Background: an optimization exercise with open tools, aiming at small area and a short achievable clock period. Do not read the settings as production practice.
Only simulation tests tie the RTL to the original design; equivalence was not proved.
Power is estimated from default activity; no workload was simulated.

$ cat design/flow/design.v
module rlwe_rec (
    input  wire         clk,
    input  wire         rst,         
    input  wire         in_valid,
    input  wire         in_mode,     
    input  wire [127:0] in_x,        
    input  wire         in_bit,      
    input  wire [7:0]   in_r,        
    output reg          out_valid,
    output reg  [7:0]   out_r,       
    output reg          out_key      
);
    integer j;
    function [3:0] kval;
        input [7:0] r;
        input integer jj;
        integer i;
        begin
            kval = 4'd0;
            for (i = 0; i < 16; i = i + 1)
                if ({(jj < 3) ? r[2*jj +: 2] : 2'd0, r[7:6]} == i)
                    kval = 2 * (i / 4) + (i % 4);
        end
    endfunction
    function [4:0] k3val;
        input [7:0] r;
        input integer jj;
        integer i;
        begin
            k3val = 5'd0;
            for (i = 0; i < 16; i = i + 1)
                if ({(jj < 3) ? r[2*jj +: 2] : 2'd0, r[7:6]} == i)
                    k3val = 3 * (2 * (i / 4) + (i % 4));
        end
    endfunction
    reg               s0_valid;
    reg               s0_mode;
    reg               s0_bit;
    reg        [7:0]  s0_r;
    reg signed [8:0]  s0_th  [0:3];
    reg        [8:0]  s0_xl  [0:3];
    reg        [3:0]  s0_ovf;
    reg        [3:0]  s0_neg;
    always @(posedge clk) begin
        if (rst)
            s0_valid <= 1'b0;
        else
            s0_valid <= in_valid;
        s0_mode <= in_mode;
        s0_bit  <= in_bit;
        s0_r    <= in_r;
        for (j = 0; j < 4; j = j + 1) begin
            s0_th[j]  <= $signed({in_x[32*j+31], in_x[32*j+9 +: 7]})
                         - $signed({4'd0, in_mode ? k3val(in_r, j) : 5'd0});
            s0_xl[j]  <= in_x[32*j +: 9];
            s0_ovf[j] <= ~((in_x[32*j+16 +: 16] == 16'h0000) |
                           (in_x[32*j+16 +: 16] == 16'hffff));
            s0_neg[j] <= in_x[32*j+31];
        end
    end
    wire        hr = ~s0_mode;             
    wire        bh = s0_bit & hr;          
    wire        g   [0:3];                 
    wire [5:0]  yo  [0:3];                 
    wire [5:0]  qo  [0:3];                 
    wire        big [0:3];
    wire [2:0]  v0  [0:3];
    wire [1:0]  v1  [0:3];
    genvar gi;
    generate
        for (gi = 0; gi < 4; gi = gi + 1) begin : co
            rlwe_coef u_coef (
                .th(s0_th[gi]), .xl(s0_xl[gi]), .ovf(s0_ovf[gi]), .neg(s0_neg[gi]),
                .hr(hr), .bh(bh), .k(kval(s0_r, gi)),
                .g(g[gi]), .yo(yo[gi]), .qo(qo[gi]), .big(big[gi]),
                .v0(v0[gi]), .v1(v1[gi])
            );
        end
    endgenerate
    reg         s1_valid;
    reg         s1_mode;
    reg         s1_bh;
    reg         s1_fail;                   
    reg  [8:0]  s1_u   [0:3];              
    reg  [5:0]  s1_yo  [0:3];
    reg  [5:0]  s1_qo  [0:3];
    reg  [3:0]  s1_g;
    reg  [7:0]  s1_h0;                     
    reg  [7:0]  s1_h1;                     
    always @(posedge clk) begin
        if (rst)
            s1_valid <= 1'b0;
        else
            s1_valid <= s0_valid;
        s1_mode <= s0_mode;
        s1_bh   <= bh;
        s1_fail <= |s0_ovf | big[0] | big[1] | big[2] | big[3];
        for (j = 0; j < 4; j = j + 1) begin
            s1_u[j]  <= s0_xl[j] ^ {9{g[j]}};
            s1_yo[j] <= yo[j];
            s1_qo[j] <= qo[j];
            s1_g[j]  <= g[j];
        end
        s1_h0 <= {v0[3][0], 1'b0, v0[2][1:0] - v0[3][1:0], v0[1][1:0] - v0[3][1:0], v0[0][1:0] - v0[3][1:0]};
        s1_h1 <= {v1[3][0], 1'b1, v1[2] - v1[3], v1[1] - v1[3], v1[0] - v1[3]};
    end
    reg  [21:0] S;
    reg         cs1, cs2, cs3, cs4, cs5, cs6, cs7, cs8, cs9, cs10, cs11, cs12;
    reg         cs13, cs14, cs15, cs16, cs17, cs18, cs19, cs20, cs21, cs22, cs23, cs24;
    reg         cs25, cs26, cs27, cs28, cs29, cs30, cs31, cs32, cs33, cs34, cs35, cs36;
    reg         cs37, cs38, cs39, cs40, cs41, cs42, cs43, cs44, cs45, cs46, cs47, cs48;
    reg         cs49, cs50, cs51, cs52, cs53, cs54, cs55, cs56, cs57, cs58, cs59, cs60;
    reg         cs61, cs62, cs63, cs64, cs65, cs66, cs67, cs68, cs69, cs70, cs71, cs72;
    reg         cs73, cs74, cs75, cs76, cs77, cs78, cs79, cs80, cs81, cs82, cs83, cs84;
    reg         cs85, cs86, cs87, cs88, cs89, cs90, cs91, cs92, cs93, cs94, cs95, cs96;
    reg         cs97, cs98, cs99, cs100, cs101, cs102, cs103, cs104, cs105, cs106, cs107, cs108;
    reg         cs109, cs110, cs111, cs112, cs113, cs114, cs115, cs116, cs117, cs118, cs119, cs120;
    reg         cs121, cs122, cs123, cs124, cs125, cs126, cs127, cs128, cs129, cs130, cs131, cs132;
    reg         cs133, cs134, cs135, cs136, cs137, cs138, cs139, cs140, cs141, cs142, cs143, cs144;
    reg         cs145, cs146, cs147, cs148, cs149, cs150, cs151, cs152, cs153, cs154, cs155, cs156;
    reg         cs157, cs158, cs159, cs160, cs161, cs162, cs163, cs164, cs165, cs166, cs167, cs168;
    reg         cs169, cs170, cs171, cs172, cs173, cs174, cs175, cs176, cs177, cs178, cs179, cs180;
    reg         cs181, cs182, cs183, cs184, cs185, cs186, cs187, cs188, cs189, cs190, cs191, cs192;
    reg         cs193, cs194, cs195, cs196;
    reg  [21:0] ra, rb;
    wire [3:0]  gb = s1_g & {4{s1_bh}};
    reg  [21:0] K;
    reg         ok;
    always @(*) begin
        if (~s1_mode)
            K = s1_bh ? 22'd1548146 : 22'd1548162;   
        else
            K = 22'd1474427;                         
        cs1 = s1_u[0][0] ^ s1_qo[0][3] ^ gb[0];
        cs2 = (s1_u[0][0] & s1_qo[0][3]) | (s1_u[0][0] & gb[0]) | (s1_qo[0][3] & gb[0]);
        cs3 = s1_u[1][0] ^ s1_qo[1][3] ^ gb[1];
        cs4 = (s1_u[1][0] & s1_qo[1][3]) | (s1_u[1][0] & gb[1]) | (s1_qo[1][3] & gb[1]);
        cs5 = s1_u[0][1] ^ s1_qo[0][4] ^ s1_u[1][1];
        cs6 = (s1_u[0][1] & s1_qo[0][4]) | (s1_u[0][1] & s1_u[1][1]) | (s1_qo[0][4] & s1_u[1][1]);
        cs7 = s1_u[0][2] ^ s1_qo[0][5];
        cs8 = s1_u[0][2] & s1_qo[0][5];
        cs9 = s1_g[0] ^ s1_qo[0][0] ^ s1_g[1];
        cs10 = (s1_g[0] & s1_qo[0][0]) | (s1_g[0] & s1_g[1]) | (s1_qo[0][0] & s1_g[1]);
        cs11 = s1_qo[1][0] ^ s1_g[2];
        cs12 = s1_qo[1][0] & s1_g[2];
        cs13 = s1_g[0] ^ s1_qo[0][1] ^ s1_g[1];
        cs14 = (s1_g[0] & s1_qo[0][1]) | (s1_g[0] & s1_g[1]) | (s1_qo[0][1] & s1_g[1]);
        cs15 = s1_qo[1][1] ^ s1_g[2] ^ s1_qo[2][1];
        cs16 = (s1_qo[1][1] & s1_g[2]) | (s1_qo[1][1] & s1_qo[2][1]) | (s1_g[2] & s1_qo[2][1]);
        cs17 = s1_g[3] ^ s1_qo[3][1];
        cs18 = s1_g[3] & s1_qo[3][1];
        cs19 = s1_g[0] ^ s1_qo[0][2] ^ s1_g[1];
        cs20 = (s1_g[0] & s1_qo[0][2]) | (s1_g[0] & s1_g[1]) | (s1_qo[0][2] & s1_g[1]);
        cs21 = s1_qo[1][2] ^ s1_g[2] ^ s1_qo[2][2];
        cs22 = (s1_qo[1][2] & s1_g[2]) | (s1_qo[1][2] & s1_qo[2][2]) | (s1_g[2] & s1_qo[2][2]);
        cs23 = s1_g[3] ^ s1_qo[3][2] ^ K[2];
        cs24 = (s1_g[3] & s1_qo[3][2]) | (s1_g[3] & K[2]) | (s1_qo[3][2] & K[2]);
        cs25 = cs1 ^ cs3 ^ s1_u[2][0];
        cs26 = (cs1 & cs3) | (cs1 & s1_u[2][0]) | (cs3 & s1_u[2][0]);
        cs27 = s1_qo[2][3] ^ gb[2] ^ s1_u[3][0];
        cs28 = (s1_qo[2][3] & gb[2]) | (s1_qo[2][3] & s1_u[3][0]) | (gb[2] & s1_u[3][0]);
        cs29 = s1_qo[3][3] ^ gb[3] ^ K[3];
        cs30 = (s1_qo[3][3] & gb[3]) | (s1_qo[3][3] & K[3]) | (gb[3] & K[3]);
        cs31 = cs2 ^ cs4 ^ cs5;
        cs32 = (cs2 & cs4) | (cs2 & cs5) | (cs4 & cs5);
        cs33 = s1_qo[1][4] ^ s1_u[2][1] ^ s1_qo[2][4];
        cs34 = (s1_qo[1][4] & s1_u[2][1]) | (s1_qo[1][4] & s1_qo[2][4]) | (s1_u[2][1] & s1_qo[2][4]);
        cs35 = s1_u[3][1] ^ s1_qo[3][4] ^ K[4];
        cs36 = (s1_u[3][1] & s1_qo[3][4]) | (s1_u[3][1] & K[4]) | (s1_qo[3][4] & K[4]);
        cs37 = cs6 ^ cs7 ^ s1_u[1][2];
        cs38 = (cs6 & cs7) | (cs6 & s1_u[1][2]) | (cs7 & s1_u[1][2]);
        cs39 = s1_qo[1][5] ^ s1_u[2][2] ^ s1_qo[2][5];
        cs40 = (s1_qo[1][5] & s1_u[2][2]) | (s1_qo[1][5] & s1_qo[2][5]) | (s1_u[2][2] & s1_qo[2][5]);
        cs41 = s1_u[3][2] ^ s1_qo[3][5] ^ K[5];
        cs42 = (s1_u[3][2] & s1_qo[3][5]) | (s1_u[3][2] & K[5]) | (s1_qo[3][5] & K[5]);
        cs43 = cs8 ^ s1_u[0][3] ^ s1_u[1][3];
        cs44 = (cs8 & s1_u[0][3]) | (cs8 & s1_u[1][3]) | (s1_u[0][3] & s1_u[1][3]);
        cs45 = s1_u[2][3] ^ s1_u[3][3];
        cs46 = s1_u[2][3] & s1_u[3][3];
        cs47 = s1_u[0][4] ^ s1_u[1][4];
        cs48 = s1_u[0][4] & s1_u[1][4];
        cs49 = cs9 ^ cs11 ^ s1_qo[2][0];
        cs50 = (cs9 & cs11) | (cs9 & s1_qo[2][0]) | (cs11 & s1_qo[2][0]);
        cs51 = cs10 ^ cs12 ^ cs13;
        cs52 = (cs10 & cs12) | (cs10 & cs13) | (cs12 & cs13);
        cs53 = cs15 ^ cs17;
        cs54 = cs15 & cs17;
        cs55 = cs14 ^ cs16 ^ cs18;
        cs56 = (cs14 & cs16) | (cs14 & cs18) | (cs16 & cs18);
        cs57 = cs19 ^ cs21 ^ cs23;
        cs58 = (cs19 & cs21) | (cs19 & cs23) | (cs21 & cs23);
        cs59 = cs20 ^ cs22 ^ cs24;
        cs60 = (cs20 & cs22) | (cs20 & cs24) | (cs22 & cs24);
        cs61 = cs25 ^ cs27 ^ cs29;
        cs62 = (cs25 & cs27) | (cs25 & cs29) | (cs27 & cs29);
        cs63 = cs26 ^ cs28 ^ cs30;
        cs64 = (cs26 & cs28) | (cs26 & cs30) | (cs28 & cs30);
        cs65 = cs31 ^ cs33 ^ cs35;
        cs66 = (cs31 & cs33) | (cs31 & cs35) | (cs33 & cs35);
        cs67 = cs32 ^ cs34 ^ cs36;
        cs68 = (cs32 & cs34) | (cs32 & cs36) | (cs34 & cs36);
        cs69 = cs37 ^ cs39 ^ cs41;
        cs70 = (cs37 & cs39) | (cs37 & cs41) | (cs39 & cs41);
        cs71 = cs38 ^ cs40 ^ cs42;
        cs72 = (cs38 & cs40) | (cs38 & cs42) | (cs40 & cs42);
        cs73 = cs43 ^ cs45 ^ K[6];
        cs74 = (cs43 & cs45) | (cs43 & K[6]) | (cs45 & K[6]);
        cs75 = cs44 ^ cs46 ^ cs47;
        cs76 = (cs44 & cs46) | (cs44 & cs47) | (cs46 & cs47);
        cs77 = s1_u[2][4] ^ s1_u[3][4] ^ K[7];
        cs78 = (s1_u[2][4] & s1_u[3][4]) | (s1_u[2][4] & K[7]) | (s1_u[3][4] & K[7]);
        cs79 = cs48 ^ s1_u[0][5] ^ s1_u[1][5];
        cs80 = (cs48 & s1_u[0][5]) | (cs48 & s1_u[1][5]) | (s1_u[0][5] & s1_u[1][5]);
        cs81 = s1_u[2][5] ^ s1_u[3][5] ^ K[8];
        cs82 = (s1_u[2][5] & s1_u[3][5]) | (s1_u[2][5] & K[8]) | (s1_u[3][5] & K[8]);
        cs83 = s1_u[0][6] ^ s1_u[1][6] ^ s1_u[2][6];
        cs84 = (s1_u[0][6] & s1_u[1][6]) | (s1_u[0][6] & s1_u[2][6]) | (s1_u[1][6] & s1_u[2][6]);
        cs85 = s1_u[3][6] ^ K[9];
        cs86 = s1_u[3][6] & K[9];
        cs87 = s1_u[0][7] ^ s1_u[1][7] ^ s1_u[2][7];
        cs88 = (s1_u[0][7] & s1_u[1][7]) | (s1_u[0][7] & s1_u[2][7]) | (s1_u[1][7] & s1_u[2][7]);
        cs89 = s1_u[3][7] ^ K[10];
        cs90 = s1_u[3][7] & K[10];
        cs91 = s1_u[0][8] ^ s1_u[1][8] ^ s1_u[2][8];
        cs92 = (s1_u[0][8] & s1_u[1][8]) | (s1_u[0][8] & s1_u[2][8]) | (s1_u[1][8] & s1_u[2][8]);
        cs93 = s1_u[3][8] ^ K[11];
        cs94 = s1_u[3][8] & K[11];
        cs95 = s1_yo[0][0] ^ s1_yo[1][0] ^ s1_yo[2][0];
        cs96 = (s1_yo[0][0] & s1_yo[1][0]) | (s1_yo[0][0] & s1_yo[2][0]) | (s1_yo[1][0] & s1_yo[2][0]);
        cs97 = s1_yo[3][0] ^ K[12];
        cs98 = s1_yo[3][0] & K[12];
        cs99 = s1_yo[0][1] ^ s1_yo[1][1] ^ s1_yo[2][1];
        cs100 = (s1_yo[0][1] & s1_yo[1][1]) | (s1_yo[0][1] & s1_yo[2][1]) | (s1_yo[1][1] & s1_yo[2][1]);
        cs101 = s1_yo[3][1] ^ K[13];
        cs102 = s1_yo[3][1] & K[13];
        cs103 = s1_yo[0][2] ^ s1_yo[1][2] ^ s1_yo[2][2];
        cs104 = (s1_yo[0][2] & s1_yo[1][2]) | (s1_yo[0][2] & s1_yo[2][2]) | (s1_yo[1][2] & s1_yo[2][2]);
        cs105 = s1_yo[3][2] ^ K[14];
        cs106 = s1_yo[3][2] & K[14];
        cs107 = s1_yo[0][3] ^ s1_yo[1][3] ^ s1_yo[2][3];
        cs108 = (s1_yo[0][3] & s1_yo[1][3]) | (s1_yo[0][3] & s1_yo[2][3]) | (s1_yo[1][3] & s1_yo[2][3]);
        cs109 = s1_yo[3][3] ^ K[15];
        cs110 = s1_yo[3][3] & K[15];
        cs111 = s1_yo[0][4] ^ s1_yo[1][4] ^ s1_yo[2][4];
        cs112 = (s1_yo[0][4] & s1_yo[1][4]) | (s1_yo[0][4] & s1_yo[2][4]) | (s1_yo[1][4] & s1_yo[2][4]);
        cs113 = s1_yo[3][4] ^ K[16];
        cs114 = s1_yo[3][4] & K[16];
        cs115 = s1_yo[0][5] ^ s1_yo[1][5] ^ s1_yo[2][5];
        cs116 = (s1_yo[0][5] & s1_yo[1][5]) | (s1_yo[0][5] & s1_yo[2][5]) | (s1_yo[1][5] & s1_yo[2][5]);
        cs117 = s1_yo[3][5] ^ K[17];
        cs118 = s1_yo[3][5] & K[17];
        cs119 = cs49 ^ s1_g[3];
        cs120 = cs49 & s1_g[3];
        cs121 = cs50 ^ cs51 ^ cs53;
        cs122 = (cs50 & cs51) | (cs50 & cs53) | (cs51 & cs53);
        cs123 = cs52 ^ cs54 ^ cs55;
        cs124 = (cs52 & cs54) | (cs52 & cs55) | (cs54 & cs55);
        cs125 = cs56 ^ cs58 ^ cs59;
        cs126 = (cs56 & cs58) | (cs56 & cs59) | (cs58 & cs59);
        cs127 = cs60 ^ cs62 ^ cs63;
        cs128 = (cs60 & cs62) | (cs60 & cs63) | (cs62 & cs63);
        cs129 = cs64 ^ cs66 ^ cs67;
        cs130 = (cs64 & cs66) | (cs64 & cs67) | (cs66 & cs67);
        cs131 = cs68 ^ cs70 ^ cs71;
        cs132 = (cs68 & cs70) | (cs68 & cs71) | (cs70 & cs71);
        cs133 = cs72 ^ cs74 ^ cs75;
        cs134 = (cs72 & cs74) | (cs72 & cs75) | (cs74 & cs75);
        cs135 = cs76 ^ cs78 ^ cs79;
        cs136 = (cs76 & cs78) | (cs76 & cs79) | (cs78 & cs79);
        cs137 = cs80 ^ cs82 ^ cs83;
        cs138 = (cs80 & cs82) | (cs80 & cs83) | (cs82 & cs83);
        cs139 = cs84 ^ cs86 ^ cs87;
        cs140 = (cs84 & cs86) | (cs84 & cs87) | (cs86 & cs87);
        cs141 = cs88 ^ cs90 ^ cs91;
        cs142 = (cs88 & cs90) | (cs88 & cs91) | (cs90 & cs91);
        cs143 = cs92 ^ cs94 ^ cs95;
        cs144 = (cs92 & cs94) | (cs92 & cs95) | (cs94 & cs95);
        cs145 = cs96 ^ cs98 ^ cs99;
        cs146 = (cs96 & cs98) | (cs96 & cs99) | (cs98 & cs99);
        cs147 = cs100 ^ cs102 ^ cs103;
        cs148 = (cs100 & cs102) | (cs100 & cs103) | (cs102 & cs103);
        cs149 = cs104 ^ cs106 ^ cs107;
        cs150 = (cs104 & cs106) | (cs104 & cs107) | (cs106 & cs107);
        cs151 = cs108 ^ cs110 ^ cs111;
        cs152 = (cs108 & cs110) | (cs108 & cs111) | (cs110 & cs111);
        cs153 = cs112 ^ cs114 ^ cs115;
        cs154 = (cs112 & cs114) | (cs112 & cs115) | (cs114 & cs115);
        cs155 = cs116 ^ cs118;
        cs156 = cs116 & cs118;
        cs157 = cs119 ^ s1_qo[3][0];
        cs158 = cs119 & s1_qo[3][0];
        cs159 = cs120 ^ cs121 ^ K[1];
        cs160 = (cs120 & cs121) | (cs120 & K[1]) | (cs121 & K[1]);
        cs161 = cs122 ^ cs123 ^ cs57;
        cs162 = (cs122 & cs123) | (cs122 & cs57) | (cs123 & cs57);
        cs163 = cs124 ^ cs125 ^ cs61;
        cs164 = (cs124 & cs125) | (cs124 & cs61) | (cs125 & cs61);
        cs165 = cs126 ^ cs127 ^ cs65;
        cs166 = (cs126 & cs127) | (cs126 & cs65) | (cs127 & cs65);
        cs167 = cs128 ^ cs129 ^ cs69;
        cs168 = (cs128 & cs129) | (cs128 & cs69) | (cs129 & cs69);
        cs169 = cs130 ^ cs131 ^ cs73;
        cs170 = (cs130 & cs131) | (cs130 & cs73) | (cs131 & cs73);
        cs171 = cs132 ^ cs133 ^ cs77;
        cs172 = (cs132 & cs133) | (cs132 & cs77) | (cs133 & cs77);
        cs173 = cs134 ^ cs135 ^ cs81;
        cs174 = (cs134 & cs135) | (cs134 & cs81) | (cs135 & cs81);
        cs175 = cs136 ^ cs137 ^ cs85;
        cs176 = (cs136 & cs137) | (cs136 & cs85) | (cs137 & cs85);
        cs177 = cs138 ^ cs139 ^ cs89;
        cs178 = (cs138 & cs139) | (cs138 & cs89) | (cs139 & cs89);
        cs179 = cs140 ^ cs141 ^ cs93;
        cs180 = (cs140 & cs141) | (cs140 & cs93) | (cs141 & cs93);
        cs181 = cs142 ^ cs143 ^ cs97;
        cs182 = (cs142 & cs143) | (cs142 & cs97) | (cs143 & cs97);
        cs183 = cs144 ^ cs145 ^ cs101;
        cs184 = (cs144 & cs145) | (cs144 & cs101) | (cs145 & cs101);
        cs185 = cs146 ^ cs147 ^ cs105;
        cs186 = (cs146 & cs147) | (cs146 & cs105) | (cs147 & cs105);
        cs187 = cs148 ^ cs149 ^ cs109;
        cs188 = (cs148 & cs149) | (cs148 & cs109) | (cs149 & cs109);
        cs189 = cs150 ^ cs151 ^ cs113;
        cs190 = (cs150 & cs151) | (cs150 & cs113) | (cs151 & cs113);
        cs191 = cs152 ^ cs153 ^ cs117;
        cs192 = (cs152 & cs153) | (cs152 & cs117) | (cs153 & cs117);
        cs193 = cs154 ^ cs155 ^ K[18];
        cs194 = (cs154 & cs155) | (cs154 & K[18]) | (cs155 & K[18]);
        cs195 = cs156 ^ K[19];
        cs196 = cs156 & K[19];
        ra = {K[21], cs196, cs194, cs192, cs190, cs188, cs186, cs184, cs182, cs180, cs178, cs176, cs174, cs172, cs170, cs168, cs166, cs164, cs162, cs160, cs158, cs157};
        rb = {1'b0, K[20], cs195, cs193, cs191, cs189, cs187, cs185, cs183, cs181, cs179, cs177, cs175, cs173, cs171, cs169, cs167, cs165, cs163, cs161, cs159, K[0]};
        S = ra + rb;
        ok = ~s1_fail & ~S[21];
    end
    always @(posedge clk) begin
        if (rst)
            out_valid <= 1'b0;
        else
            out_valid <= s1_valid;
        out_r   <= s1_mode ? 8'd0 : (ok ? s1_h0 : s1_h1);
        out_key <= s1_mode & ok;
    end
endmodule
module rlwe_coef (
    input  wire signed [8:0] th,       
    input  wire [8:0]        xl,
    input  wire              ovf,      
    input  wire              neg,      
    input  wire              hr,       
    input  wire              bh,       
    input  wire [3:0]        k,        
    output reg               g,
    output reg  [5:0]        yo,
    output reg  [5:0]        qo,
    output reg               big,
    output reg  [2:0]        v0,
    output reg  [1:0]        v1
);
    function lo_ge;
        input signed [6:0] v;
        input [8:0] xl;
        begin
            if (v <= 0)
                lo_ge = 1'b1;
            else if (v <= 8)
                lo_ge = xl != 9'd0;
            else if (v <= 16)
                lo_ge = xl[8:1] != 8'd0;
            else
                lo_ge = (xl[8:2] != 7'd0) | (xl[1:0] == 2'd3);
        end
    endfunction
    function gtc;
        input [8:0] a;
        input integer c;
        reg   [8:0] cb;
        reg         eq;
        integer     i;
        begin
            cb  = c;
            cb  = cb ^ 9'h100;
            gtc = 1'b0;
            eq  = 1'b1;
            for (i = 8; i >= 0; i = i - 1) begin
                if (cb[i]) begin
                    eq = eq & (a[i] ^ (i == 8));
                end else begin
                    gtc = gtc | (eq & (a[i] ^ (i == 8)));
                    eq  = eq & ~(a[i] ^ (i == 8));
                end
            end
        end
    endfunction
    function ge;
        input [8:0] th;
        input [8:0] xl;
        input [3:0] o;
        input integer c;
        reg   [8:0] c3;
        begin
            c3 = 3 * c;
            ge = gtc(th, 3 * c) | ((th == c3) & lo_ge(c + o, xl));
        end
    endfunction
    wire [4:0]       t    = th[4:0];
    wire             xz   = xl == 9'd0;               
    wire             xle1 = xl[8:1] == 8'd0;          
    wire             tneg = th[8];                    
    wire             thi  = gtc(th, 24);              
    reg        [3:0] m;        
    reg              mul3;     
    reg        [1:0] rho;      
    reg              lom;      
    reg        [3:0] rg;       
    reg signed [8:0] yc;       
    reg signed [1:0] s;
    reg signed [5:0] p;
    reg signed [8:0] thm, thp;  
    reg signed [8:0] e;
    reg        [8:0] ye;
    reg              gp, g0, gm;
    always @(*) begin
        thm  = th - 9'sd24;
        thp  = th + 9'sd24;
        big  = gtc(th, 48) | (hr ? ~gtc(th, -26) : ~gtc(th, -50));
        m[3] = t >= 5'd24;
        m[2] = (t >= 5'd12) & (t < 5'd24);
        m[1] = ((t >= 5'd6) & (t < 5'd12)) | ((t >= 5'd18) & (t < 5'd24));
        m[0] = ((t >= 5'd3) & (t < 5'd6)) | ((t >= 5'd9) & (t < 5'd12)) |
               ((t >= 5'd15) & (t < 5'd18)) | ((t >= 5'd21) & (t < 5'd24));
        mul3 = (t == 5'd0) | (t == 5'd3) | (t == 5'd6) | (t == 5'd9) | (t == 5'd12) |
               (t == 5'd15) | (t == 5'd18) | (t == 5'd21) | (t == 5'd24);
        rho[1] = (t == 5'd2) | (t == 5'd5) | (t == 5'd8) | (t == 5'd11) |
                 (t == 5'd14) | (t == 5'd17) | (t == 5'd20) | (t == 5'd23);
        rho[0] = ~mul3 & ~rho[1];
        if (bh)
            lom = (t >= 5'd15) ? ~xle1 : ~xz;
        else
            lom = (t < 5'd3) | ~xz;
        if (~m[0])
            yc = (mul3 & ~lom) ? -9'sd1 : {7'd0, rho};
        else
            yc = (mul3 & ~lom) ? 9'sd3 : 9'sd2 - {7'd0, rho};
        if (hr) begin
            if (tneg)
                rg = 4'd0;
            else if (thi)
                rg = 4'd9;
            else
                rg = m + {3'd0, ~mul3 | lom};
            g  = ~rg[0];
            p  = {1'b0, rg[3:1], 1'b0};
            e  = tneg ? th : thi ? thm : yc;       
            v0 = rg[3:1];
            if (rg == 4'd0)
                v1 = 2'd0;
            else if (rg >= 4'd7)
                v1 = 2'd3;
            else
                v1 = rg[2:1] - {1'b0, ~rg[0]};
        end else begin
            if (ge(th, xl, k, 4))
                s = 2'sd1;
            else if (ge(th, xl, k, -4))
                s = 2'sd0;
            else
                s = -2'sd1;
            gp = ~ge(th, xl, k, 8);
            g0 = ~ge(th, xl, k, 0);
            gm = ~ge(th, xl, k, -8);
            g  = (s == 2'sd1) ? gp : (s == 2'sd0) ? g0 : gm;
            p  = $signed({2'd0, k}) + $signed({s, 3'd0});
            e  = (s == 2'sd1) ? thm : (s == 2'sd0) ? th : thp;
            v0 = 3'd0;
            v1 = 2'd0;
        end
        if (ovf) begin
            v0 = neg ? 3'd0 : 3'd4;
            v1 = neg ? 2'd0 : 2'd3;
        end
        ye  = (hr & ~tneg & ~thi) ? yc : e ^ {9{g}};
        yo  = {~ye[5], ye[4:0]};
        qo  = {~(p[5] ^ ~g), p[4:0] ^ {5{~g}}};
    end
endmodule
$ cat design/flow/run.sh
#!/bin/bash
# synth_recipe.tcl (not shown) runs the flow's synth.tcl, then flattens the netlist and writes it again
# the make line also repeats each setting of config.mk as NAME=value (left out here)
make -C /OpenROAD-flow-scripts/flow DESIGN_CONFIG=/design/flow/config.mk WORK_HOME=/design/flow/orfs CLKGATE_MAP_FILE= SYNTH_SCRIPT=/design/flow/synth_recipe.tcl finish
$ cat design/flow/config.mk
export PLATFORM = sky130hd
export DESIGN_NAME = rlwe_rec
export DESIGN_NICKNAME = rlwe_rec
export VERILOG_FILES = /design/flow/design.v
export SDC_FILE = /design/flow/constraint.sdc
export NUM_CORES = 4
export LEC_CHECK = 0
export CAP_MARGIN = 20
export CORE_MARGIN = 2
export CORE_UTILIZATION = 65
export CTS_BUF_LIST = sky130_fd_sc_hd__clkbuf_4
export PLACE_DENSITY = 0.75
export SLEW_MARGIN = 20
$ cat design/flow/constraint.sdc
create_clock -name core_clock -period 15.0 [get_ports {clk}]
set_input_delay 3.0000 -clock core_clock [delete_from_list [all_inputs] [get_ports {clk}]]
set_output_delay 3.0000 -clock core_clock [all_outputs]
set_load 0.01 [all_outputs]
==> results of run 1 <==
## sequential cells by signal (all words and copies together), names as in the netlist, 4 cells and up
register / count
s1_qo: 24
s0_th: 36
s1_h1: 7
s1_u: 36
s1_g: 4
s1_yo: 24
s0_ovf: 4
s0_r: 8
out_r: 8
s1_h0: 7
s0_xl: 36
s0_neg: 4
## metal layers
| metal | global-route usage, % | up-vias |
|---|---|---|
| li1 | - | 6150 |
| met1 | 42.2 | 6138 |
| met2 | 55.5 | 531 |
| met3 | 6.28 | 98 |
| met4 | 12.4 | 0 |
| met5 | 0 | - |
## Yosys cell counts, types with 9 or more instances
| library cell | count |
|---|---|
| ha_1 | 117 |
| xnor2_1 | 101 |
| xor2_1 | 40 |
| nor4_1 | 35 |
| o31ai_1 | 13 |
| fa_1 | 79 |
| nor3b_1 | 9 |
| nor2_1 | 89 |
| a211oi_1 | 18 |
| nand4_1 | 29 |
| and2_1 | 11 |
| a31oi_1 | 12 |
| or2_2 | 9 |
| nor2b_1 | 28 |
| nor3_1 | 34 |
| nand3b_1 | 9 |
| a21oi_1 | 86 |
| a21o_1 | 20 |
| inv_1 | 168 |
| o21ai_1 | 13 |
| and3_1 | 11 |
| mux2i_1 | 21 |
| o22ai_1 | 9 |
| nand3_1 | 24 |
| clkbuf_1 | 51 |
| o2111ai_1 | 11 |
| buf_2 | 23 |
| o21ai_0 | 75 |
| nand2b_1 | 32 |
| a22oi_1 | 9 |
| dfxtp_1 | 207 |
| nand2_1 | 95 |
| or3_1 | 10 |
## where the power goes
group / total (uW) / switching (uW) / internal [uW]
Combinational: 1590 / 848 / 740
Clock: 464 / 230 / 234
Sequential: 755 / 117 / 637
Total: 2810 / 1200 / 1610
## final timing paths
check	endpoint	from	slack (ns)
worst max-delay path	s0_th[2][6]$_DFF_P_	in_r[6]	9.56
worst min-delay path	s1_u[0][4]$_DFF_P_	s0_xl[0][4]$_DFF_P_	0.45
worst max register to register	out_r[4]$_SDFF_PP0_	s1_bh$_DFF_P_	9.76
worst min register to register	s1_u[0][4]$_DFF_P_	s0_xl[0][4]$_DFF_P_	0.45
## stage by stage
step / util [%] / power, uW / area (um2) / hold WS [ns] / setup WS (ns)
after detailed placement: 72.8 / 2330 / 16500 / 0.439 / 8.90
after global routing: 75.6 / 3070 / 17100 / 0.462 / 9.34
after CTS: 75.6 / 2810 / 17100 / 0.451 / 9.65
after floorplan: - / 1890 / 15000 / 0.329 / 9.68
final: 75.6 / 2810 / 17100 / 0.447 / 9.56
after global placement: 72.8 / 2220 / 16500 / 0.421 / 8.92
## final cells by class
type                            instances  area, um2
Fill cell                            1681       5510
Clock inverter                         14       72.6
Tap cell                              285        357
Clock buffer                           76        571
Timing Repair Buffer                  161       1580
Antenna cell                            1       2.50
Multi-Input combinational cell       1208       9750
Inverter                              171        642
Sequential cell                       207       4150
## critical path: cells and delay by family
family	cells	cell delay (ns)
and+or+nand+nor	3	0.63
AOI/OAI and AO/OA	5	0.85
xor gates and xnor gates	1	0.13
adders and majority gates	2	0.75
buffers and inverters	2	0.63
## kinds of logic (layout without fill, tap and decap cells)
kind of cell | count (synthesis) | count (layout) | synth area share (%)
mux | 26 | 26 | 1.86
fa+ha+maj | 196 | 196 | 20.4
xor+xnor | 142 | 142 | 8.36
flops | 207 | 207 | 27.7
buf+inv | 259 | 422 | 7.10
compound gates | 381 | 381 | 17.8
other cells | 0 | 1 | 0
simple gates | 463 | 463 | 16.8
==> results.sh, run 1 <==
export IMPL_synthDominantCellAreaShare_pct=27.7
export IMPL_wirelength_um=39900
export IMPL_maxSlewHeadroom_pct=31.4
export IMPL_leakagePower_uw=0.00721
export IMPL_drc_errors=0
export IMPL_final_nets=2140
export IMPL_wl_met1_um=16700
export IMPL_antenna_found_initial=1
export IMPL_yosysWarnings=12
export IMPL_p_per_area_mw_per_mm2=164
export IMPL_worstMarginPinSlew_ns=1.03
export IMPL_max_clock_freq_mhz=184
export IMPL_crit_path_start_kind="input port"
export IMPL_track_usage_pct=33.0
export IMPL_final_antenna_net_count=0
export IMPL_routed_top_layer="met4"
export IMPL_path_cells="clkdlybuf4s50_1, inv_1, ha_1, nor2_1, a21oi_1, a21oi_1, o211ai_1, ha_1, nor2b_1, o21ai_0, nand2b_1, a211o_1, xnor2_1"
export IMPL_fp_row_count=55
export IMPL_cts_resized=0
export IMPL_worst_setup_path_type="input port to flop"
export IMPL_cp_end_kind="flop"
export IMPL_r2r_cells=15
export IMPL_async_reset_ff_share_pct=0
export IMPL_met2_length_um=18800
export IMPL_mostFrequentLayoutCell="dfxtp_1"
export IMPL_holdBufCountCts=0
export IMPL_met3_length_um=2970
export IMPL_drt_iter0_drc=1202
export IMPL_wire_per_inst_um=18.8
export IMPL_core_area_mm2=0.0226
export IMPL_clk_pin_slew_ns=0.06
export IMPL_syn_cell_area_mm2=0.0150
export IMPL_synth_distinct_cells=101
export IMPL_viasPerCell=6.08
export IMPL_synth_nets=2011
export IMPL_grt_max_degree=50
export IMPL_synth_main_ff_cell="dfxtp_1"
export IMPL_cp_required_ns=15.57
export IMPL_cts_root_buffer="clkbuf_4"
export IMPL_drv_cap=0
export IMPL_numCtsBuffers=54
export IMPL_io_pins=151
export IMPL_clockBufferDepth=3
export IMPL_outcome="timing/DRC/antenna clean"
export IMPL_clock_latency_ns=0.71
export IMPL_crit_fanout=16
export IMPL_grt_pass1_vias=12602
export IMPL_finalSetupViolations=0
export IMPL_gp_congestion=0.960
export IMPL_avgSynthCellArea_um2=8.94
export IMPL_slowest_delay_ns=0.53
export IMPL_drv_slew=0
export IMPL_ir_worst_vdd_mv=0.279
export IMPL_ys_seq_area_share_pct=27.7
export IMPL_grt_overflow_total=0
export IMPL_hold_violations=0
export IMPL_cts_sinks=207
export IMPL_die_area_mm2=0.0242
export IMPL_start_util_pct=66.1
export IMPL_portBuffers=150
export IMPL_arrival_ns=6.01
export IMPL_ys_ff_latch=207
export IMPL_slowest_stage="clkdlybuf4s50_1"
export IMPL_synth_area_leader_cell="dfxtp_1"
export IMPL_dp_cells=2032
export IMPL_h_tree_depth=2
export IMPL_skew_ns=0.0475
export IMPL_min_path_type="flop to flop"
export IMPL_min_path_cells=1
export IMPL_fp_dieH_um=156
export IMPL_period_needed_ns=5.44
export IMPL_synth_edf_count=0
export IMPL_die_x_um=156
export IMPL_cts_tree="yes"
export IMPL_hpwl_um=31100
export IMPL_synthCells=1674
export IMPL_drive_gt1_share_pct=7.95
export IMPL_period_share_pct=36.3
export IMPL_syn_to_final_growth_pct=14.5
export IMPL_vias=12917
export IMPL_mostFrequentLayoutCells="206 x dfxtp_1, 168 x inv_1, 150 x clkdlybuf4s50_1"
export IMPL_first_pass_iters=10
export IMPL_postCtsSetupRepairBufs=0
export IMPL_instances_no_fill=2123
export IMPL_synth_area_leaders="dfxtp_1 28%, fa_1 11%, ha_1 9.8%"
export IMPL_grt_pass1_wl_um=63900
export IMPL_rsz0062_at_grt="false"
export IMPL_setup_tns_ns=0
==> run 2, diff against run 1 <==
--- a/design/flow/config.mk
+++ b/design/flow/config.mk
@@ -8,6 +8,5 @@
 export CAP_MARGIN = 20
 export CORE_MARGIN = 2
 export CORE_UTILIZATION = 65
-export CTS_BUF_LIST = sky130_fd_sc_hd__clkbuf_4
 export PLACE_DENSITY = 0.75
 export SLEW_MARGIN = 20
==> results.sh, run 2 <==
export IMPL_drt_iter0_drc=1133
export IMPL_cts_root_buffer="clkbuf_16"
export IMPL_fp_row_count=55
export IMPL_final_antenna_net_count=0
export IMPL_rsz0062_at_grt="false"
export IMPL_gp_congestion=0.960
export IMPL_worst_path_buf_inv=2
export IMPL_viasPerCell=6.12
export IMPL_io_pins=151
export IMPL_ys_seq_area_share_pct=27.7
export IMPL_wire_per_inst_um=19.3
export IMPL_outcome="timing/DRC/antenna clean"
export IMPL_grt_max_degree=50
export IMPL_synth_distinct_cells=101
export IMPL_synth_area_leaders="dfxtp_1 28%, fa_1 11%, ha_1 9.8%"
export IMPL_setup_tns_ns=0
export IMPL_drive_gt1_share_pct=5.71
export IMPL_mostFrequentLayoutCells="206 x dfxtp_1, 168 x inv_1, 150 x clkdlybuf4s50_1"
export IMPL_path_cells="clkdlybuf4s50_1, inv_1, ha_1, nor3_1, a21oi_1, o22ai_1, a311o_1, ha_1, nor2b_1, o21ai_0, nand2b_1, a211o_1, xnor2_1"
export IMPL_drc_errors=0
export IMPL_async_reset_ff_share_pct=0
export IMPL_cp_end_kind="flop"
export IMPL_synthDominantCellAreaShare_pct=27.7
export IMPL_synth_main_ff_cell="dfxtp_1"
export IMPL_cpMostUsedCell="ha_1"
export IMPL_fin_ws_ns=9.35
export IMPL_numCtsBuffers=23
export IMPL_cts_sinks=207
export IMPL_skew_ns=0.0216
export IMPL_mostFrequentLayoutCell="dfxtp_1"
export IMPL_p_per_area_mw_per_mm2=169
export IMPL_slowest_stage="ha_1"
export IMPL_grt_pass1_vias=12508
export IMPL_clock_latency_ns=0.52
export IMPL_hold_violations=0
export IMPL_yosysWarnings=12
export IMPL_antenna_cells=0
export IMPL_syn_to_final_growth_pct=15.0
export IMPL_worstMarginPinSlew_ns=0.993
export IMPL_cts_resized=0
export IMPL_wirelength_um=40100
export IMPL_largest_registers="s0_th (36), s0_xl (36), s1_u (36)"
export IMPL_portBuffers=150
export IMPL_holdBufCountCts=0
export IMPL_synthCells=1674
export IMPL_first_pass_iters=7
export IMPL_arrival_ns=6.04
export IMPL_die_area_mm2=0.0242
export IMPL_max_clock_freq_mhz=177
export IMPL_slowest_delay_ns=0.51
export IMPL_syn_cell_area_mm2=0.0150
export IMPL_crit_path_start_kind="input port"
export IMPL_maxSlewHeadroom_pct=33.2
export IMPL_fp_dieH_um=156
export IMPL_vias=12675
export IMPL_postCtsSetupRepairBufs=0
export IMPL_hpwl_um=31100
export IMPL_grt_pass1_wl_um=64300
export IMPL_cp_required_ns=15.40
export IMPL_avgSynthCellArea_um2=8.94
export IMPL_dp_slack_ns=8.90
export IMPL_synth_most_common_cell="dfxtp_1"
export IMPL_grt_overflow_total=0
export IMPL_finalSetupViolations=0
export IMPL_h_tree_depth=1
export IMPL_core_area_mm2=0.0226
export IMPL_worst_setup_path_type="input port to flop"
export IMPL_clockBufferDepth=3
export IMPL_die_x_um=156
export IMPL_final_nets=2109
export IMPL_synth_nets=2011
export IMPL_drv_cap=0
export IMPL_start_util_pct=66.1
export IMPL_synth_edf_count=0
export IMPL_leakagePower_uw=0.00718
export IMPL_period_share_pct=37.7
export IMPL_period_needed_ns=5.65
export IMPL_clk_pin_slew_ns=0.07
export IMPL_cp_top_family="compound AO/OA/AOI/OAI gates"
export IMPL_cts_tree="yes"
export IMPL_ys_ff_latch=207
export IMPL_track_usage_pct=33.1
export IMPL_antenna_found_initial=0
export IMPL_min_path_type="flop to flop"
export IMPL_synth_area_leader_cell="dfxtp_1"
export IMPL_ys_top_cells_by_count="207 x dfxtp_1, 168 x inv_1, 117 x ha_1, 101 x xnor2_1, 95 x nand2_1"
export IMPL_ir_worst_vdd_mv=0.289
export IMPL_crit_fanout=16
export IMPL_drv_slew=0
## run 2: cell counts after synthesis
No cell type changed its count.
## run 2: power breakdown
part	switching, uW	total (uW)	internal [uW]
combinational	865	1610	746
sequential	117	754	637
clock	226	539	313
total	1210	2910	1700
## run 2: routing by layer
layer  global-route usage [%]  vias to the layer above  share of wire [%]
li1                         -                     6060                  -
met1                     43.0                     6038                 42
met2                     56.0                      492                 47
met3                     5.17                       85                7.5
met4                     11.8                        0                3.3
met5                        0                        -                  0
## run 2: area by class of cell
type / count / area (um2)
Timing Repair Buffer: 161 / 1580
Tap cell: 285 / 357
Inverter: 171 / 642
Fill cell: 1647 / 5440
Clock buffer: 27 / 621
Multi-Input combinational cell: 1208 / 9750
Clock inverter: 13 / 104
Sequential cell: 207 / 4150
## run 2: cells by family after synthesis
| logic type | after synthesis | share of synthesized area (%) |
|---|---|---|
| DFF | 207 | 27.7 |
| AOI/OAI and AO/OA | 381 | 17.8 |
| and+or+nand+nor | 463 | 16.8 |
| xor gates and xnor gates | 142 | 8.36 |
| adders and majority gates | 196 | 20.4 |
| buffers and inverters | 259 | 7.10 |
| muxes | 26 | 1.86 |
## run 2: stage by stage
stage	area [um2]	hold WS, ns	utilization (%)	total power [uW]	cells
final	17200	0.448	76.0	2910	2072
after CTS	17200	0.450	76.0	2900	2072
after global routing	17200	0.458	76.0	3160	2072
after global placement	16500	0.421	72.8	2220	2032
after floorplan	15000	0.329	-	1890	1674
after detailed placement	16500	0.439	72.8	2330	2032
## run 2: final timing paths
path,slack [ns],end,from,cells past startpoint
worst max-delay path,9.35,s0_th[0][6]$_DFF_P_,in_r[6],13
worst min-delay path,0.45,out_valid$_SDFF_PP0_,s1_valid$_SDFF_PP0_,1
worst max register to register,9.73,out_r[7]$_SDFF_PP0_,s1_bh$_DFF_P_,15
worst min register to register,0.45,out_valid$_SDFF_PP0_,s1_valid$_SDFF_PP0_,1
==> run 3, diff against run 2 <==
--- a/design/flow/config.mk
+++ b/design/flow/config.mk
@@ -7,6 +7,5 @@
 export LEC_CHECK = 0
 export CAP_MARGIN = 20
 export CORE_MARGIN = 2
-export CORE_UTILIZATION = 65
-export PLACE_DENSITY = 0.75
+export CORE_UTILIZATION = 40
 export SLEW_MARGIN = 20
==> results.sh, run 3 <==
export IMPL_outcome="timing/DRC/antenna clean"
export IMPL_period_share_pct=37.4
export IMPL_synthCells=1674
export IMPL_setup_tns_ns=0
export IMPL_max_clock_freq_mhz=178
export IMPL_synth_nets=2011
export IMPL_finalSetupViolations=0
export IMPL_core_area_mm2=0.0367
export IMPL_clock_latency_ns=0.55
export IMPL_arrival_ns=6.03
export IMPL_portBuffers=150
export IMPL_regArea_mm2=0.00415
export IMPL_r2r_start="s1_mode$_DFF_P_"
export IMPL_synth_edf_count=0
export IMPL_synth_most_common_cell="dfxtp_1"
export IMPL_crit_fanout=16
export IMPL_grt_max_degree=49
export IMPL_first_pass_iters=5
export IMPL_cts_tree="yes"
export IMPL_yosysWarnings=12
export IMPL_cts_sinks=207
export IMPL_skew_ns=0.0232
export IMPL_track_usage_pct=21.3
export IMPL_drv_slew=0
export IMPL_synth_distinct_cells=101
export IMPL_cts_resized=0
export IMPL_start_util_pct=40.8
export IMPL_avgSynthCellArea_um2=8.94
export IMPL_io_pins=151
export IMPL_largest_registers="s0_th (36), s0_xl (36), s1_u (36)"
export IMPL_drv_cap=0
export IMPL_ys_seq_area_share_pct=27.7
export IMPL_multiInputGateArea_mm2=0.00975
export IMPL_final_antenna_net_count=0
export IMPL_antenna_cells=0
export IMPL_viasPerCell=5.45
export IMPL_slowest_stage="clkdlybuf4s50_1"
export IMPL_period_needed_ns=5.60
export IMPL_min_from="s1_valid$_SDFF_PP0_"
export IMPL_grt_pass1_vias=12112
export IMPL_hold_violations=0
export IMPL_syn_to_final_growth_pct=17.4
export IMPL_fill_cells=3532
export IMPL_slowest_delay_ns=0.49
export IMPL_grt_overflow_total=0
export IMPL_grt_pass1_wl_um=65300
export IMPL_synth_area_leader_cell="dfxtp_1"
export IMPL_synthDominantCellAreaShare_pct=27.7
export IMPL_ir_worst_vdd_mv=0.107
export IMPL_antenna_found_initial=2
export IMPL_drt_iter0_drc=854
export IMPL_postCtsSetupRepairBufs=0
export IMPL_wire_per_inst_um=18.3
export IMPL_cpMostUsedCell="ha_1"
export IMPL_cts_root_buffer="clkbuf_16"
export IMPL_synth_area_leaders="dfxtp_1 28%, fa_1 11%, ha_1 9.8%"
export IMPL_ys_ff_latch=207
export IMPL_ys_top_cells_by_count="207 x dfxtp_1, 168 x inv_1, 117 x ha_1, 101 x xnor2_1, 95 x nand2_1"
export IMPL_die_x_um=197
export IMPL_drive_gt1_share_pct=5.74
export IMPL_mostFrequentLayoutCells="206 x dfxtp_1, 168 x inv_1, 150 x clkdlybuf4s50_1"
export IMPL_clockBufferDepth=3
export IMPL_min_path_type="flop to flop"
export IMPL_crit_start="in_r[6]"
export IMPL_rsz0062_at_grt="false"
export IMPL_wirelength_um=41300
export IMPL_clk_pin_slew_ns=0.06
export IMPL_h_tree_depth=1
export IMPL_leakagePower_uw=0.00723
export IMPL_die_area_mm2=0.0390
export IMPL_mostFrequentLayoutCell="dfxtp_1"
export IMPL_cp_end_kind="flop"
export IMPL_cp_required_ns=15.43
export IMPL_final_nets=2111
export IMPL_worstMarginPinSlew_ns=1.01
export IMPL_fp_dieH_um=197
export IMPL_gp_congestion=0.903
export IMPL_drc_errors=0
export IMPL_worst_setup_path_type="input port to flop"
export IMPL_fp_row_count=70
export IMPL_holdBufCountCts=0
export IMPL_crit_path_start_kind="input port"
export IMPL_hpwl_um=32500
export IMPL_numCtsBuffers=26
export IMPL_syn_cell_area_mm2=0.0150
export IMPL_async_reset_ff_share_pct=0
export IMPL_path_cells="clkdlybuf4s50_1, inv_1, ha_1, nor3_1, a21oi_1, o22ai_1, a311o_1, ha_1, nor2b_1, o21ai_0, nand2b_1, a211o_1, xnor2_1"
export IMPL_dp_slack_ns=8.89
export IMPL_synth_main_ff_cell="dfxtp_1"
export IMPL_maxSlewHeadroom_pct=32.2
export IMPL_fin_ws_ns=9.40
export IMPL_p_per_area_mw_per_mm2=165
export IMPL_vias=12317
[run 3: cell type report]
type	instances	area share, %
inverter	171	3.65
clock buffer	37	4.17
timing repair buffer	160	8.98
multi-input combinational	1208	55.5
sequential	207	23.6
tap	468	3.33
clock inverter	11	0.741
[run 3: metrics by stage]
step                utilization, %  instance area [um2]  instances  hold slack, ns  total power [uW]
floorplan                        -                15000       1674           0.329              1890
global placement              45.5                16700       2214           0.416              2250
detailed placement            45.5                16700       2214           0.424              2300
CTS                           47.9                17600       2262           0.438              2940
global route                  47.9                17600       2262           0.455              3200
finish                        47.9                17600       2262           0.435              2900
[run 3: final timing paths]
check / cells past startpoint / to / slack, ns
hold / removal: 1 / out_valid$_SDFF_PP0_ / 0.44
hold reg to reg: 1 / out_valid$_SDFF_PP0_ / 0.44
setup / recovery: 13 / s0_th[0][6]$_DFF_P_ / 9.40
setup reg to reg: 15 / out_r[4]$_SDFF_PP0_ / 9.66
[run 3: layer usage]
layer	wire (um)	share of wire [%]	vias to the layer above	GRT usage, %
met5	17	0.041	-	0
met4	1400	3.4	2	7.27
met3	2330	5.6	77	2.41
met2	18600	45	346	34.1
met1	19000	46	5826	29.7
li1	-	-	6066	-
[run 3: cells by family after synthesis]
logic type,after synthesis,synth area share (%)
and+or+nand+nor,463,16.8
AOI/OAI and AO/OA,381,17.8
buffers and inverters,259,7.10
DFF,207,27.7
adders and majority gates,196,20.4
xor gates and xnor gates,142,8.36
muxes,26,1.86
[run 3: worst max-delay path: cells and delay by family]
family | cells | cell delay (ns)
compound gates | 5 | 1.04
fa+ha+maj | 2 | 0.81
buf+inv | 2 | 0.63
simple gates | 3 | 0.43
xor+xnor | 1 | 0.13
[run 3: where the power goes]
group	total (uW)	switching [uW]	internal, uW
registers	761	123	637
clock network	630	254	376
logic	1510	794	713
total	2900	1170	1730
==> run 4, diff against run 3 <==
==> design/flow/flow/run.sh (new file) <==
#!/bin/bash
# The standard layout (standard.sh: the standard flow's own synthesis, floorplan, place,
# CTS and route, unchanged), with one difference: the buffer that
# global placement puts on every input and output port is the small
# sky130_fd_sc_hd__buf_1 instead of the cell buffer_ports picks by itself.
# Every port still gets its own buffer.
set -e
export BUFFER_PORTS_ARGS="-buffer_cell sky130_fd_sc_hd__buf_1"
echo "BUFFER_PORTS_ARGS=$BUFFER_PORTS_ARGS" > run.log
bash standard.sh > standard.log 2>&1
echo "standard.sh finished" >> run.log
==> design/flow/standard.sh (new file) <==
#!/bin/bash
# synth_recipe.tcl (not shown) runs the flow's synth.tcl, then flattens the netlist and writes it again
# the make line also repeats each setting of config.mk as NAME=value (left out here)
make -C /OpenROAD-flow-scripts/flow DESIGN_CONFIG=/design/flow/config.mk WORK_HOME=/design/flow/orfs CLKGATE_MAP_FILE= SYNTH_SCRIPT=/design/flow/synth_recipe.tcl "${@:-finish}"
removed: design/flow/run.sh
==> results.sh, run 4 <==
export IMPL_outcome="timing/DRC/antenna clean"
export IMPL_ys_top_cells_by_count="207 x dfxtp_1, 168 x inv_1, 117 x ha_1, 101 x xnor2_1, 95 x nand2_1"
export IMPL_rsz0062_at_grt="false"
export IMPL_drc_errors=0
export IMPL_vias=12258
export IMPL_cts_sinks=207
export IMPL_cts_root_buffer="clkbuf_16"
export IMPL_hold_worst_slack_ns=0.434
export IMPL_max_clock_freq_mhz=192
export IMPL_min_from="s1_valid$_SDFF_PP0_"
export IMPL_fp_row_count=70
export IMPL_clockBufferDepth=3
export IMPL_largest_registers="s0_th (36), s0_xl (36), s1_u (36)"
export IMPL_fill_cells=3621
export IMPL_cts_resized=0
export IMPL_wire_per_inst_um=17.9
export IMPL_synth_area_leader_cell="dfxtp_1"
export IMPL_synth_area_leaders="dfxtp_1 28%, fa_1 11%, ha_1 9.8%"
export IMPL_cp_required_ns=15.43
export IMPL_numCtsBuffers=25
export IMPL_synthDominantCellAreaShare_pct=27.7
export IMPL_synth_edf_count=0
export IMPL_h_tree_depth=1
export IMPL_grt_max_degree=56
export IMPL_min_to="out_valid$_SDFF_PP0_"
export IMPL_grt_pass1_vias=11861
export IMPL_holdBufCountCts=0
export IMPL_start_util_pct=40.8
export IMPL_final_nets=2110
export IMPL_ys_seq_area_share_pct=27.7
export IMPL_min_path_cells=1
export IMPL_worst_setup_path_type="input port to flop"
export IMPL_gp_congestion=0.939
export IMPL_min_path_type="flop to flop"
export IMPL_track_usage_pct=20.9
export IMPL_period_needed_ns=5.21
export IMPL_grt_pass1_wl_um=64300
export IMPL_first_pass_iters=5
export IMPL_portBuffers=150
export IMPL_viasPerCell=5.43
export IMPL_finalSetupViolations=0
export IMPL_worstMarginPinSlew_ns=1.13
export IMPL_synth_most_common_cell="dfxtp_1"
export IMPL_postCtsSetupRepairBufs=0
export IMPL_r2r_start="s1_mode$_DFF_P_"
export IMPL_fp_dieH_um=197
export IMPL_path_cells="buf_1, inv_1, ha_1, nor3_1, a21oi_1, o22ai_1, a311o_1, ha_1, nor2b_1, o21ai_0, nand2b_1, a211o_1, xnor2_1"
export IMPL_hold_violations=0
export IMPL_final_util_pct=45.4
export IMPL_drv_slew=0
export IMPL_die_x_um=197
export IMPL_grt_overflow_total=0
export IMPL_ir_worst_vdd_mv=0.101
export IMPL_power_uw=2910
export IMPL_mostFrequentLayoutCells="206 x dfxtp_1, 168 x inv_1, 150 x buf_1"
export IMPL_slowest_delay_ns=0.50
export IMPL_hpwl_um=32100
export IMPL_syn_cell_area_mm2=0.0150
export IMPL_drive_gt1_share_pct=5.70
export IMPL_cpMostUsedCell="ha_1"
export IMPL_crit_fanout=16
export IMPL_antenna_found_initial=1
export IMPL_avgSynthCellArea_um2=8.94
export IMPL_yosysWarnings=12
export IMPL_mostFrequentLayoutCell="dfxtp_1"
export IMPL_skew_ns=0.0156
export IMPL_r2r_setup_slack_ns=9.86
export IMPL_drv_cap=0
export IMPL_design_area_mm2=0.0167
export IMPL_crit_path_start_kind="input port"
export IMPL_synth_main_ff_cell="dfxtp_1"
export IMPL_antenna_cells=0
export IMPL_ys_ff_latch=207
export IMPL_arrival_ns=5.64
export IMPL_period_share_pct=34.7
export IMPL_synth_distinct_cells=101
export IMPL_placed_cell_area_mm2=0.0158
export IMPL_clk_pin_slew_ns=0.06
export IMPL_clock_latency_ns=0.54
export IMPL_slowest_stage="ha_1"
export IMPL_async_reset_ff_share_pct=0
export IMPL_syn_to_final_growth_pct=11.4
export IMPL_timing_rr_end="out_r[2]$_SDFF_PP0_"
export IMPL_setup_tns_ns=0
export IMPL_cts_tree="yes"
export IMPL_synthCells=1674
export IMPL_wirelength_um=40400
export IMPL_final_antenna_net_count=0
export IMPL_r2r_cells=15
export IMPL_p_per_area_mw_per_mm2=174
export IMPL_leakagePower_uw=0.00685
export IMPL_drt_iter0_drc=809
export IMPL_die_area_mm2=0.0390
export IMPL_core_area_mm2=0.0367
export IMPL_io_pins=151
export IMPL_maxSlewHeadroom_pct=24.2
export IMPL_cp_end_kind="flop"
export IMPL_synth_nets=2011
==> run 4: cell counts after synthesis <==
No cell type changed its count.
==> run 4: how the worst max path moves through the flow <==
stage	startpoint	endpoint	slack [ns]
floorplan	in_r[6]	s0_th[0][6]$_DFF_P_	9.68
global placement	in_r[6]	s0_th[0][6]$_DFF_P_	9.36
detailed placement	in_r[6]	s0_th[0][6]$_DFF_P_	9.27
CTS	s1_mode$_DFF_P_	out_r[2]$_SDFF_PP0_	9.77
global route	s1_mode$_DFF_P_	out_r[2]$_SDFF_PP0_	9.41
finish	in_r[6]	s0_th[0][6]$_DFF_P_	9.79
==> run 4: critical path, delay by kind of cell <==
kind                     cells  cell delay (ns)
AO/OA/AOI/OAI                5             1.01
buffers and inverters        2             0.27
AND/OR/NAND/NOR              3             0.41
XOR/XNOR                     1             0.13
adder cells (fa/ha/maj)      2             0.82
==> run 4: kinds of logic after synthesis <==
family,count (synthesis),synth area share [%]
XOR/XNOR,142,8.36
AND/OR/NAND/NOR,463,16.8
buffers and inverters,259,7.10
flip-flops,207,27.7
adder cells (fa/ha/maj),196,20.4
AO/OA/AOI/OAI,381,17.8
multiplexers,26,1.86
==> run 4: area by class of cell <==
type	instances	area (um2)	share of cell area, %
timing repair buffer	160	638	3.83
clock buffer	37	751	4.50
multi-input combinational	1208	9750	58.5
clock inverter	7	156	0.938
inverter	171	642	3.85
tap	468	586	3.51
sequential	207	4150	24.9
==> run 4: report_power, final <==
part | internal (uW) | switching [uW]
clock | 415 | 237
sequential | 638 | 120
combinational | 695 | 802
total | 1750 | 1160
==> run 4: per-layer routing <==
| metal | part of all wire [%] | GRT usage (%) | up-vias |
|---|---|---|---|
| li1 | - | - | 6056 |
| met1 | 47 | 29.5 | 5757 |
| met2 | 45 | 33.0 | 374 |
| met3 | 5.4 | 2.94 | 71 |
| met4 | 3.1 | 6.60 | 0 |
| met5 | 0 | 0 | - |
==> run 4: through the flow <==
stage	setup WS (ns)	instances
2_1_floorplan	9.68	1674
3_3_place_gp	9.36	2214
3_5_place_dp	9.27	2214
4_1_cts	9.77	2258
5_1_grt	9.41	2258
6_report	9.79	2258
==> run 5, diff against run 4 <==
--- a/design/flow/flow/run.sh
+++ b/design/flow/flow/run.sh
@@ -6,6 +6,7 @@
 # Every port still gets its own buffer.
 set -e
 export BUFFER_PORTS_ARGS="-buffer_cell sky130_fd_sc_hd__buf_1"
+export SETUP_SLACK_MARGIN=10.5
 echo "BUFFER_PORTS_ARGS=$BUFFER_PORTS_ARGS" > run.log
 bash standard.sh > standard.log 2>&1
 echo "standard.sh finished" >> run.log
--- a/design/flow/config.mk
+++ b/design/flow/config.mk
@@ -7,5 +7,7 @@
 export LEC_CHECK = 0
 export CAP_MARGIN = 20
 export CORE_MARGIN = 2
-export CORE_UTILIZATION = 40
+export CORE_UTILIZATION = 65
+export CTS_BUF_LIST = sky130_fd_sc_hd__clkbuf_4
+export PLACE_DENSITY = 0.75
 export SLEW_MARGIN = 20
==> results.sh, run 5 <==
export IMPL_max_clock_freq_mhz=214
export IMPL_h_tree_depth=2
export IMPL_finalSetupViolations=0
export IMPL_ys_seq_area_share_pct=27.7
export IMPL_hold_violations=0
export IMPL_synthCells=1674
export IMPL_worstMarginPinSlew_ns=1.02
export IMPL_synth_most_common_cell="dfxtp_1"
export IMPL_slowest_delay_ns=0.54
export IMPL_antenna_found_initial=1
export IMPL_path_cells="and2_4, fa_2, inv_2, fa_2, fa_2, inv_2, fa_1, fa_2, ha_4, a2111oi_4, o21a_1, o211ai_1, a41oi_4, buf_4, buf_12, mux2i_1, nor2_1"
export IMPL_mostFrequentLayoutCells="196 x dfxtp_1, 159 x inv_1, 147 x buf_1"
export IMPL_drv_slew=0
export IMPL_power_uw=3030
export IMPL_clockBufferDepth=3
export IMPL_viasPerCell=6.03
export IMPL_slowest_stage="fa_2"
export IMPL_synth_area_leader_cell="dfxtp_1"
export IMPL_die_area_mm2=0.0242
export IMPL_drive_gt1_share_pct=12.8
export IMPL_async_reset_ff_share_pct=0
export IMPL_mostFrequentLayoutCell="dfxtp_1"
export IMPL_hpwl_um=30200
export IMPL_gp_congestion=0.951
export IMPL_grt_pass1_vias=12493
export IMPL_io_pins=151
export IMPL_clock_latency_ns=0.70
export IMPL_leakagePower_uw=0.00700
export IMPL_cts_root_buffer="clkbuf_4"
export IMPL_fp_row_count=55
export IMPL_period_needed_ns=4.68
export IMPL_synth_area_leaders="dfxtp_1 28%, fa_1 11%, ha_1 9.8%"
export IMPL_cts_sinks=207
export IMPL_vias=12942
export IMPL_synthDominantCellAreaShare_pct=27.7
export IMPL_cp_required_ns=15.56
export IMPL_final_antenna_net_count=0
export IMPL_crit_path_start_kind="flop"
export IMPL_grt_overflow_total=0
export IMPL_synth_edf_count=0
export IMPL_yosysWarnings=12
export IMPL_portBuffers=150
export IMPL_final_nets=2161
export IMPL_fp_dieH_um=156
export IMPL_syn_cell_area_mm2=0.0150
export IMPL_fill_cells=1711
export IMPL_worst_path_buf_inv=4
export IMPL_dp_slack_ns=8.99
export IMPL_cp_end_kind="flop"
export IMPL_cpMostUsedCell="fa_2"
export IMPL_drc_errors=0
export IMPL_avgSynthCellArea_um2=8.94
export IMPL_synth_nets=2011
export IMPL_ys_ff_latch=207
export IMPL_rsz0062_at_grt="true"
export IMPL_skew_ns=0.0337
export IMPL_syn_to_final_growth_pct=12.7
export IMPL_wirelength_um=40300
export IMPL_grt_pass1_wl_um=63300
export IMPL_worst_setup_path_type="flop to flop"
export IMPL_track_usage_pct=32.7
export IMPL_wire_per_inst_um=18.7
export IMPL_largest_registers="s0_th (36), s0_xl (36), s1_u (36)"
export IMPL_p_per_area_mw_per_mm2=180
export IMPL_cts_tree="yes"
export IMPL_numCtsBuffers=52
export IMPL_fin_ws_ns=10.32
export IMPL_core_area_mm2=0.0226
export IMPL_regArea_mm2=0.00416
export IMPL_synth_main_ff_cell="dfxtp_1"
export IMPL_period_share_pct=31.2
export IMPL_cp_top_family="adder cells"
export IMPL_grt_max_degree=48
export IMPL_min_path_type="flop to flop"
export IMPL_multiInputGateArea_mm2=0.0101
export IMPL_clk_pin_slew_ns=0.07
export IMPL_setup_tns_ns=0
export IMPL_hold_worst_slack_ns=0.442
export IMPL_drv_cap=0
export IMPL_ys_top_cells_by_count="207 x dfxtp_1, 168 x inv_1, 117 x ha_1, 101 x xnor2_1, 95 x nand2_1"
export IMPL_first_pass_iters=7
export IMPL_drt_iter0_drc=1216
export IMPL_synth_distinct_cells=101
export IMPL_crit_fanout=5
export IMPL_start_util_pct=66.1
export IMPL_die_x_um=156
export IMPL_ir_worst_vdd_mv=0.283
export IMPL_arrival_ns=5.24
export IMPL_outcome="timing/DRC/antenna clean"
export IMPL_maxSlewHeadroom_pct=31.9
## run 5: what timing repair did
item                       in CTS  in global routing
setup buffers                  13                 12
gates cloned                    1                  0
pin swaps                      21                 27
hold buffers                    0                  0
gates resized for setup        42                 56
setup endpoints to repair      38                 33
## run 5: worst reg2reg max path: stages, from the launching register on
cell and delay (ns):
dfxtp_2 0.34, and2_4 0.14, fa_2 0.54, inv_2 0.04, fa_2 0.34, fa_2 0.53
inv_2 0.04, fa_1 0.53, fa_2 0.47, ha_4 0.18, a2111oi_4 0.32, o21a_1 0.17
o211ai_1 0.18, a41oi_4 0.22, buf_4 0.16, buf_12 0.12, mux2i_1 0.19, nor2_1 0.06
## run 5: per-layer routing
metal	vias up	global-route usage (%)	part of all wire, %
li1	6182	-	-
met2	492	54.0	47
met5	-	0	0
met4	0	13.6	4.0
met1	6160	42.7	43
met3	108	5.56	6.7
## run 5: power breakdown
group	internal (uW)	switching, uW	total [uW]	leakage (uW)
Clock	255	238	492	0.000400
Sequential	639	121	759	0.00174
Combinational	845	931	1780	0.00486
Total	1740	1290	3030	0.00700
## run 5: kinds of logic (layout without fill, tap and decap cells)
group / count (synthesis) / after routing / share of synthesized area (%)
AO/OA/AOI/OAI: 381 / 381 / 17.8
XOR/XNOR: 142 / 142 / 8.36
adder cells (fa/ha/maj): 196 / 196 / 20.4
buffers and inverters: 259 / 446 / 7.10
flip-flops: 207 / 207 / 27.7
multiplexers: 26 / 26 / 1.86
other: 0 / 1 / 0
AND/OR/NAND/NOR: 463 / 463 / 16.8
## run 5: cell type report
| class | instances | share of cell area, % |
|---|---|---|
| multi-input cells | 1208 | 59.9 |
| repair buffers | 184 | 5.34 |
| clock inverters | 21 | 0.920 |
| flip-flops and latches | 207 | 24.7 |
| clock buffers | 70 | 3.12 |
| well taps | 285 | 2.12 |
| diodes | 1 | 0.0148 |
| inverters | 171 | 3.93 |
## run 5: worst paths after layout
path                  startpoint                  end  slack (ns)  cells after the start
max                s1_bh$_DFF_P_  out_r[1]$_SDFF_PP0_       10.32                     17
min          s0_xl[0][5]$_DFF_P_   s1_u[0][5]$_DFF_P_        0.44                      1
max reg2reg        s1_bh$_DFF_P_  out_r[1]$_SDFF_PP0_       10.32                     17
min reg2reg  s0_xl[0][5]$_DFF_P_   s1_u[0][5]$_DFF_P_        0.44                      1
## run 5: metrics by stage
step | instances | util, % | area [um2]
floorplan | 1674 | - | 15000
global placement | 2029 | 68.8 | 15600
detailed placement | 2029 | 68.8 | 15600
CTS | 2134 | 73.1 | 16600
global route | 2147 | 74.5 | 16900
finish | 2147 | 74.5 | 16900

[afterwards: timing with drivers on the ports]
No port has a modelled driver above. Below, the same layouts with a new extraction and two added sets of constraints.
Step 1: set_driving_cell puts a clkbuf_16 on clk and a buf_2 on each other input, an assumption about the parent block.
Step 2 also shifts input and output timing later by t, the mid clock arrival at the registers, as if the neighbouring blocks saw the same clock.
a / b / c = no drivers / after step 1 / after step 2; a / b = the first two.
run	t (ns)	setup WS [ns]	cell pins on the clock port's net
run 1	0.733	9.557 / 9.580 / 8.847	1
run 2	0.560	9.352 / 9.383 / 8.823	1
run 3	0.593	9.395 / 9.426 / 8.834	1
run 4	0.589	9.789 / 9.816 / 9.228	1
run 5	0.720	10.322 / 10.322 / 9.718	1
After both steps every run listed still meets setup and hold. For run 1, which loses most, drivers alone change the setup slack by +0.023 ns; drivers and shift together by -0.710 ns.
